Background: an optimization exercise with open tools, aiming at small area. Do not read the settings as production practice. RTL that was checked went through simulation tests only; none was proved equivalent to the original. The flow treats the clock pin as an ideal source, which a real chip does not have. Power is estimated from default activity; no workload was simulated.

## a362m
module a362m (
    input  wire        clk,
    input  wire        rst_n,
    input  wire        cmd_valid,
    input  wire [39:0] cmd_word,
    output wire        cmd_ready,
    output reg         done_valid,
    output wire [2:0]  done_status,
    output reg  [15:0] rd,
    output reg  [15:0] fx,
    output reg  [15:0] fy,
    output reg  [15:0] fz,
    output reg  [15:0] ft,
    output reg  [63:0] burst_buf,
    output reg  [3:0]  bufn,
    output reg  [7:0]  want,
    output reg  [7:0]  echo,
    output reg  [2:0]  status,
    output reg  [3:0]  err,
    output wire        busy,
    output wire        cs_open,
    output wire        tx_valid,
    output wire [7:0]  tx_byte,
    input  wire        rx_valid,
    input  wire [7:0]  rx_byte,
    input  wire        bus_fail
);
    localparam [4:0] OP_RD1    = 5'h01, OP_WR1   = 5'h02, OP_RD2    = 5'h03,
  ...
Size: ~1000 cells after synthesis, roughly 250 flip-flops, about 240 I/O pins, about 11000 sq um of cells after synthesis.
clock: 7.0 ns
lec_check: 0
cap_margin: 20
core_margin: 2
core_utilization: 60
place_density: 0.75
slew_margin: 20
synth_hierarchical: 1
standard.sh (not shown) runs the stock make flow with config.mk's settings and CLKGATE_MAP_FILE= SYNTH_SCRIPT=/design/flow/synth_recipe.tcl, a recipe that flattens the netlist after the stock synthesis.
==> flow/flow/run.sh <==
#!/bin/bash
# Standard ORFS flow (the standard.sh), with the port buffers and the
# clock tree built from smaller cells, and non-critical cells downsized
# after CTS (flow/post_cts.tcl).
export BUFFER_PORTS_ARGS="-buffer_cell sky130_fd_sc_hd__buf_1"
export CTS_ARGS="-sink_clustering_enable -repair_clock_nets -dont_use_dummy_load -buf_list sky130_fd_sc_hd__clkbuf_4 -sink_clustering_size 8 -sink_clustering_max_diameter 40"
export POST_CTS_TCL="$PWD/flow/post_cts.tcl"
bash standard.sh > standard.log 2>&1
==> flow/flow/post_cts.tcl <==
# After CTS: downsize cells off the critical paths, then repair any slew or
# capacitance limits that broke, and legalize the placement again.
estimate_parasitics -placement
repair_timing -recover_power 100 -verbose
repair_design -slew_margin 20 -cap_margin 20 -verbose
detailed_placement
check_placement -verbose
The first run finished with timing, DRC and antenna clean.
Change:
--- a/flow/flow/run.sh
+++ b/flow/flow/run.sh
@@ -6 +6 @@
-export CTS_ARGS="-sink_clustering_enable -repair_clock_nets -dont_use_dummy_load -buf_list sky130_fd_sc_hd__clkbuf_4 -sink_clustering_size 8 -sink_clustering_max_diameter 40"
+export CTS_ARGS="-sink_clustering_enable -repair_clock_nets -dont_use_dummy_load -buf_list sky130_fd_sc_hd__clkbuf_4 -sink_clustering_size 10 -sink_clustering_max_diameter 40"
--- a/flow/config.mk
+++ b/flow/config.mk
@@ -10,2 +10,2 @@
-export CORE_UTILIZATION = 60
-export PLACE_DENSITY = 0.75
+export CORE_UTILIZATION = 70
+export PLACE_DENSITY = 0.8
What happened: The new run went through all stages and came out clean; non-clock buffer count is lower by 1; die area fell by 14%; design area shrinks by about 0.7%.
Change:
--- a/flow/flow/run.sh
+++ b/flow/flow/run.sh
@@ -6 +6 @@
-export CTS_ARGS="-sink_clustering_enable -repair_clock_nets -dont_use_dummy_load -buf_list sky130_fd_sc_hd__clkbuf_4 -sink_clustering_size 10 -sink_clustering_max_diameter 40"
+export CTS_ARGS="-sink_clustering_enable -repair_clock_nets -dont_use_dummy_load -buf_list sky130_fd_sc_hd__clkbuf_4 -sink_clustering_size 10 -sink_clustering_max_diameter 50"
--- a/flow/config.mk
+++ b/flow/config.mk
@@ -10,2 +10,2 @@
-export CORE_UTILIZATION = 70
-export PLACE_DENSITY = 0.8
+export CORE_UTILIZATION = 60
+export PLACE_DENSITY = 0.75
Effect:
- The new run ran to the end with no violations
- clock skew falls by 0.015 ns
- routed wire length fell by about 0.6%
- clock-buffer cell count fell by 1
Change:
--- a/flow/flow/run.sh
+++ b/flow/flow/run.sh
@@ -6 +6 @@
-export CTS_ARGS="-sink_clustering_enable -repair_clock_nets -dont_use_dummy_load -buf_list sky130_fd_sc_hd__clkbuf_4 -sink_clustering_size 10 -sink_clustering_max_diameter 50"
+export CTS_ARGS="-sink_clustering_enable -repair_clock_nets -dont_use_dummy_load -buf_list sky130_fd_sc_hd__clkbuf_4 -sink_clustering_size 8 -sink_clustering_max_diameter 40"
--- a/flow/config.mk
+++ b/flow/config.mk
@@ -10,2 +10,2 @@
-export CORE_UTILIZATION = 60
-export PLACE_DENSITY = 0.75
+export CORE_UTILIZATION = 70
+export PLACE_DENSITY = 0.8
- worst hold slack loses 0.0059 ns
- sequential share of layout area is lower by 0.19 points
- cell count came out lower slightly
- via count came out higher by a few percent
- register-to-register slack gets better by 0.02 ns
- fmax rises by a few percent
- non-clock buffer count drops by 1

a362m, a different RTL version from the one above (not shown whole).
For scale: roughly 1000 cells after synthesis, roughly 240 I/O pins.
export LEC_CHECK = 0
export CAP_MARGIN = 20
export CORE_MARGIN = 2
export CORE_UTILIZATION = 60
export PLACE_DENSITY = 0.75
export SLEW_MARGIN = 20
export SYNTH_HIERARCHICAL = 1
create_clock -name core_clock -period 7.0 [get_ports {clk}]
==> flow/flow/run.sh <==
#!/bin/bash
# Standard ORFS flow (the standard.sh), with the port buffers and the
# clock tree built from smaller cells, and non-critical cells downsized.
export BUFFER_PORTS_ARGS="-buffer_cell sky130_fd_sc_hd__buf_1"
export CTS_ARGS="-sink_clustering_enable -repair_clock_nets -dont_use_dummy_load -buf_list sky130_fd_sc_hd__clkbuf_4 -sink_clustering_size 10 -sink_clustering_max_diameter 50"
export RECOVER_POWER=100
bash standard.sh > standard.log 2>&1
The baseline completed, yet does not pass: max-capacitance violations, max-slew violations.
Edit:
==> flow/flow/run.sh (replaced) <==
#!/bin/bash
# Standard ORFS flow (the standard.sh), with the port buffers and the
# clock tree built from smaller cells, and non-critical cells downsized
# after CTS (flow/post_cts.tcl).
export BUFFER_PORTS_ARGS="-buffer_cell sky130_fd_sc_hd__buf_1"
export CTS_ARGS="-sink_clustering_enable -repair_clock_nets -dont_use_dummy_load -buf_list sky130_fd_sc_hd__clkbuf_4 -sink_clustering_size 10 -sink_clustering_max_diameter 50"
export POST_CTS_TCL="$PWD/flow/post_cts.tcl"
bash standard.sh > standard.log 2>&1
==> flow/flow/post_cts.tcl (new file) <==
# After CTS: downsize cells off the critical paths, then repair any slew or
# capacitance limits that broke, and legalize the placement again.
estimate_parasitics -placement
repair_timing -recover_power 100 -verbose
repair_design -slew_margin 20 -cap_margin 20 -verbose
detailed_placement
check_placement -verbose
=>
- With this change the flow passed the timing, DRC and antenna checks
- power is about the same
- flip-flop and latch count stays the same
- global-route usage hardly moves
- setup slack is better by 1.0 ns
- clock-buffer cell count does not change
- worst hold slack hardly moves
- final cell count hardly moves
Edit:
==> flow/flow/run.sh (replaced) <==
#!/bin/bash
# Standard ORFS flow (the standard.sh), with the port buffers and the
# clock tree built from smaller cells, and non-critical cells downsized.
export BUFFER_PORTS_ARGS="-buffer_cell sky130_fd_sc_hd__buf_1"
export CTS_ARGS="-sink_clustering_enable -repair_clock_nets -dont_use_dummy_load -buf_list sky130_fd_sc_hd__clkbuf_4 -sink_clustering_size 8 -sink_clustering_max_diameter 40"
export RECOVER_POWER=100
bash standard.sh > standard.log 2>&1
- CORE_UTILIZATION: 60 -> 40
- PLACE_DENSITY: 0.75 -> 0.6
removed: flow/flow/post_cts.tcl
The changed run finished with max-capacitance violations, max-slew violations left.
Via count goes down slightly.
Clock power rises by about a fifth.
Synthesized area is unchanged.
Clock skew is lower by 0.040 ns.
Worst setup slack loses 0.94 ns.
Maximum frequency goes down by about a fifth.
Routed wire length goes up by roughly a tenth.
Utilization is lower by 21 points.
Edit:
==> flow/flow/run.sh (replaced) <==
#!/bin/bash
# Standard ORFS flow (the standard.sh), with the port buffers and the
# clock tree built from smaller cells, and non-critical cells downsized
# after CTS (flow/post_cts.tcl).
export BUFFER_PORTS_ARGS="-buffer_cell sky130_fd_sc_hd__buf_1"
export CTS_ARGS="-sink_clustering_enable -repair_clock_nets -dont_use_dummy_load -buf_list sky130_fd_sc_hd__clkbuf_4 -sink_clustering_size 8 -sink_clustering_max_diameter 40"
export POST_CTS_TCL="$PWD/flow/post_cts.tcl"
bash standard.sh > standard.log 2>&1
==> flow/flow/post_cts.tcl (new file) <==
# After CTS: downsize cells off the critical paths, then repair any slew or
# capacitance limits that broke, and legalize the placement again.
estimate_parasitics -placement
repair_timing -recover_power 100 -verbose
repair_design -slew_margin 20 -cap_margin 20 -verbose
detailed_placement
check_placement -verbose
Outcome:
- This time the run completed without violations
- global-route usage barely changes
- non-clock buffer count is higher by 2
- setup slack gains 0.76 ns
- design area is higher by 0.31%
- cell count hardly moves
- wire length is about the same
- sequential power barely changes
- total power barely changes
- first-iteration DRC count is lower by 4.5%
No functional check of the RTL was part of any run of this note.

a362m, a different RTL version from the one above (not shown whole).
For scale: ~890 cells after synthesis, roughly 250 flip-flops, about 240 I/O pins, roughly 10000 um^2 of cells after synthesis.
Design a362m, start of the top module:
module a362m (
    input  wire        clk,
    input  wire        rst_n,
    input  wire        cmd_valid,
    input  wire [39:0] cmd_word,
    output wire        cmd_ready,
    output reg         done_valid,
    output wire [2:0]  done_status,
    output reg  [15:0] rd,
    output reg  [15:0] fx,
    output reg  [15:0] fy,
    output reg  [15:0] fz,
    output reg  [15:0] ft,
    output reg  [63:0] burst_buf,
    output reg  [3:0]  bufn,
    output reg  [7:0]  want,
    output reg  [7:0]  echo,
    output reg  [2:0]  status,
    output reg  [3:0]  err,
    output wire        busy,
    output wire        cs_open,
    output wire        tx_valid,
    output wire [7:0]  tx_byte,
    input  wire        rx_valid,
    input  wire [7:0]  rx_byte,
    input  wire        bus_fail
);
==> flow/config.mk <==
export PLATFORM = sky130hd
export DESIGN_NAME = a362m
export DESIGN_NICKNAME = a362m
export VERILOG_FILES = /design/flow/design.v
export SDC_FILE = /design/flow/constraint.sdc
export NUM_CORES = 4
export LEC_CHECK = 0
export CAP_MARGIN = 20
export CORE_MARGIN = 2
export CORE_UTILIZATION = 60
export PLACE_DENSITY = 0.75
export SLEW_MARGIN = 20
export SYNTH_HIERARCHICAL = 1
==> flow/constraint.sdc <==
create_clock -name core_clock -period 7.0 [get_ports {clk}]
set_input_delay 1.4000 -clock core_clock [delete_from_list [all_inputs] [get_ports {clk}]]
set_output_delay 1.4000 -clock core_clock [all_outputs]
set_load 0.01 [all_outputs]
==> flow/flow/run.sh <==
#!/bin/bash
# The standard flow (standard.sh) with these changes:
#  - synthesis: the standard flow's own synthesis script (synth_recipe.tcl), except that
#    ABC maps the logic with an area-oriented script (flow/area.abc, hooked
#    in by flow/abc_override.tcl); the registers are not touched
#  - input and output port buffers: sky130_fd_sc_hd__buf_1
#  - clock tree: clkbuf_4 buffers, no dummy loads
#  - after CTS and again after global routing: non-critical cells downsized,
#    then slew/capacitance repair (flow/post_cts.tcl, flow/post_grt.tcl)
# Each tool's output is logged by ORFS under orfs/logs; make's is in
# standard.log.
set -euo pipefail
HERE=$PWD
{
  printf 'set ::env(MY_ABC_SCRIPT) {%s}\n' "$HERE/flow/area.abc"
  cat flow/abc_override.tcl
  cat synth_recipe.tcl
} > synth_area.tcl
sed "s#SYNTH_SCRIPT=[^ ]*#SYNTH_SCRIPT=$HERE/synth_area.tcl#" standard.sh > standard_area.sh
grep -q "SYNTH_SCRIPT=$HERE/synth_area.tcl" standard_area.sh
export BUFFER_PORTS_ARGS="-buffer_cell sky130_fd_sc_hd__buf_1"
export CTS_ARGS="-sink_clustering_enable -repair_clock_nets -dont_use_dummy_load -buf_list sky130_fd_sc_hd__clkbuf_4 -sink_clustering_size 10 -sink_clustering_max_diameter 45"
export POST_CTS_TCL="$HERE/flow/post_cts.tcl"
export POST_GLOBAL_ROUTE_TCL="$HERE/flow/post_grt.tcl"
bash standard_area.sh > standard.log 2>&1
==> flow/flow/post_grt.tcl <==
# After global routing: downsize cells off the critical paths once more, now
# with global-route parasitics, repair any slew or capacitance limit that
# broke, legalize, and reroute the nets that changed.
estimate_parasitics -global_routing
global_route -start_incremental
repair_timing -recover_power 100 -verbose
repair_design -slew_margin 20 -cap_margin 20 -verbose
detailed_placement
check_placement -verbose
global_route -end_incremental
estimate_parasitics -global_routing
Other scripts of this flow, unchanged in this note and not shown: flow/flow/abc_override.tcl, flow/flow/area.abc, flow/flow/post_cts.tcl
The baseline passed the timing, DRC and antenna checks.
Next try:
--- a/flow/flow/run.sh
+++ b/flow/flow/run.sh
@@ -6,6 +6,5 @@
 #  - input and output port buffers: sky130_fd_sc_hd__buf_1
 #  - clock tree: clkbuf_4 buffers, no dummy loads
-#  - after CTS and again after global routing: non-critical cells downsized,
-#    then slew/capacitance repair (flow/post_cts.tcl, flow/post_grt.tcl)
+#  - after CTS: non-critical cells downsized (flow/post_cts.tcl)
 # Each tool's output is logged by ORFS under orfs/logs; make's is in
 # standard.log.
@@ -20,6 +19,5 @@
 grep -q "SYNTH_SCRIPT=$HERE/synth_area.tcl" standard_area.sh
 export BUFFER_PORTS_ARGS="-buffer_cell sky130_fd_sc_hd__buf_1"
-export CTS_ARGS="-sink_clustering_enable -repair_clock_nets -dont_use_dummy_load -buf_list sky130_fd_sc_hd__clkbuf_4 -sink_clustering_size 10 -sink_clustering_max_diameter 45"
+export CTS_ARGS="-sink_clustering_enable -repair_clock_nets -dont_use_dummy_load -buf_list {sky130_fd_sc_hd__clkbuf_2 sky130_fd_sc_hd__clkbuf_4} -sink_clustering_size 10 -sink_clustering_max_diameter 45"
 export POST_CTS_TCL="$HERE/flow/post_cts.tcl"
-export POST_GLOBAL_ROUTE_TCL="$HERE/flow/post_grt.tcl"
 bash standard_area.sh > standard.log 2>&1
removed: flow/flow/post_grt.tcl
What happened: The changed run finished clean. Sequential power barely changes. Non-clock buffer count does not change. Total power is about the same. Synthesized cell count is unchanged. Cell area hardly moves. Routed wire length hardly moves. Via count falls by 0.45%.

afterwards: timing with drivers on the ports:
Ports are ideal in the flow. The routed layouts listed here were re-timed in OpenROAD.
Step 1 sets driving cells, clkbuf_16 on the clock port and buf_2 on the other inputs (assumed; they add their load-dependent delay and slew).
Step 2 times the ports against the registers' clock, not the clock port: input delays grow and output delays shrink by t, the midpoint of the rising clock arrivals with the driver on.
Slacks: ideal / step 1 / step 2; pairs: ideal / step 1.
| run | t (ns) | setup slack, ns | worst setup path at the end | latest minus earliest clock arrival (ns) | worst data-port slew with drivers (ns) |
|---|---|---|---|---|---|
| the first run of note 1 | 0.653 | 2.365 / 2.323 / 2.614 | input to register | 0.108 / 0.108 | 0.05 |
| the second run of note 1 | 0.709 | 2.413 / 2.373 / 2.580 | input to register | 0.077 / 0.076 | 0.05 |
| the third run of note 1 | 0.680 | 2.329 / 2.287 / 2.660 | input to register | 0.058 / 0.058 | 0.05 |
| the fourth run of note 1 | 0.626 | 2.480 / 2.439 / 2.556 | input to register | 0.102 / 0.102 | 0.05 |
| the first run of note 2 | 0.723 | 1.625 / 1.624 / 1.624 | register to register | 0.080 / 0.079 | 0.05 |
| the second run of note 2 | 0.712 | 2.644 / 2.605 / 1.972 | input to register | 0.090 / 0.091 | 0.05 |
| the third run of note 2 | 0.662 | 1.700 / 1.700 / 1.700 | register to register | 0.070 / 0.070 | 0.07 |
| the fourth run of note 2 | 0.660 | 2.457 / 2.464 / 1.804 | input to register | 0.065 / 0.065 | 0.07 |
| the first run of note 3 | 0.638 | 2.606 / 2.565 / 2.437 | input to register | 0.096 / 0.096 | 0.04 |
| the second run of note 3 | 0.641 | 2.605 / 2.565 / 2.439 | input to register | 0.097 / 0.097 | 0.04 |
The setup slack of the second run of note 2, which loses most, moves by -0.039 ns with the drivers and by -0.672 ns with both steps.
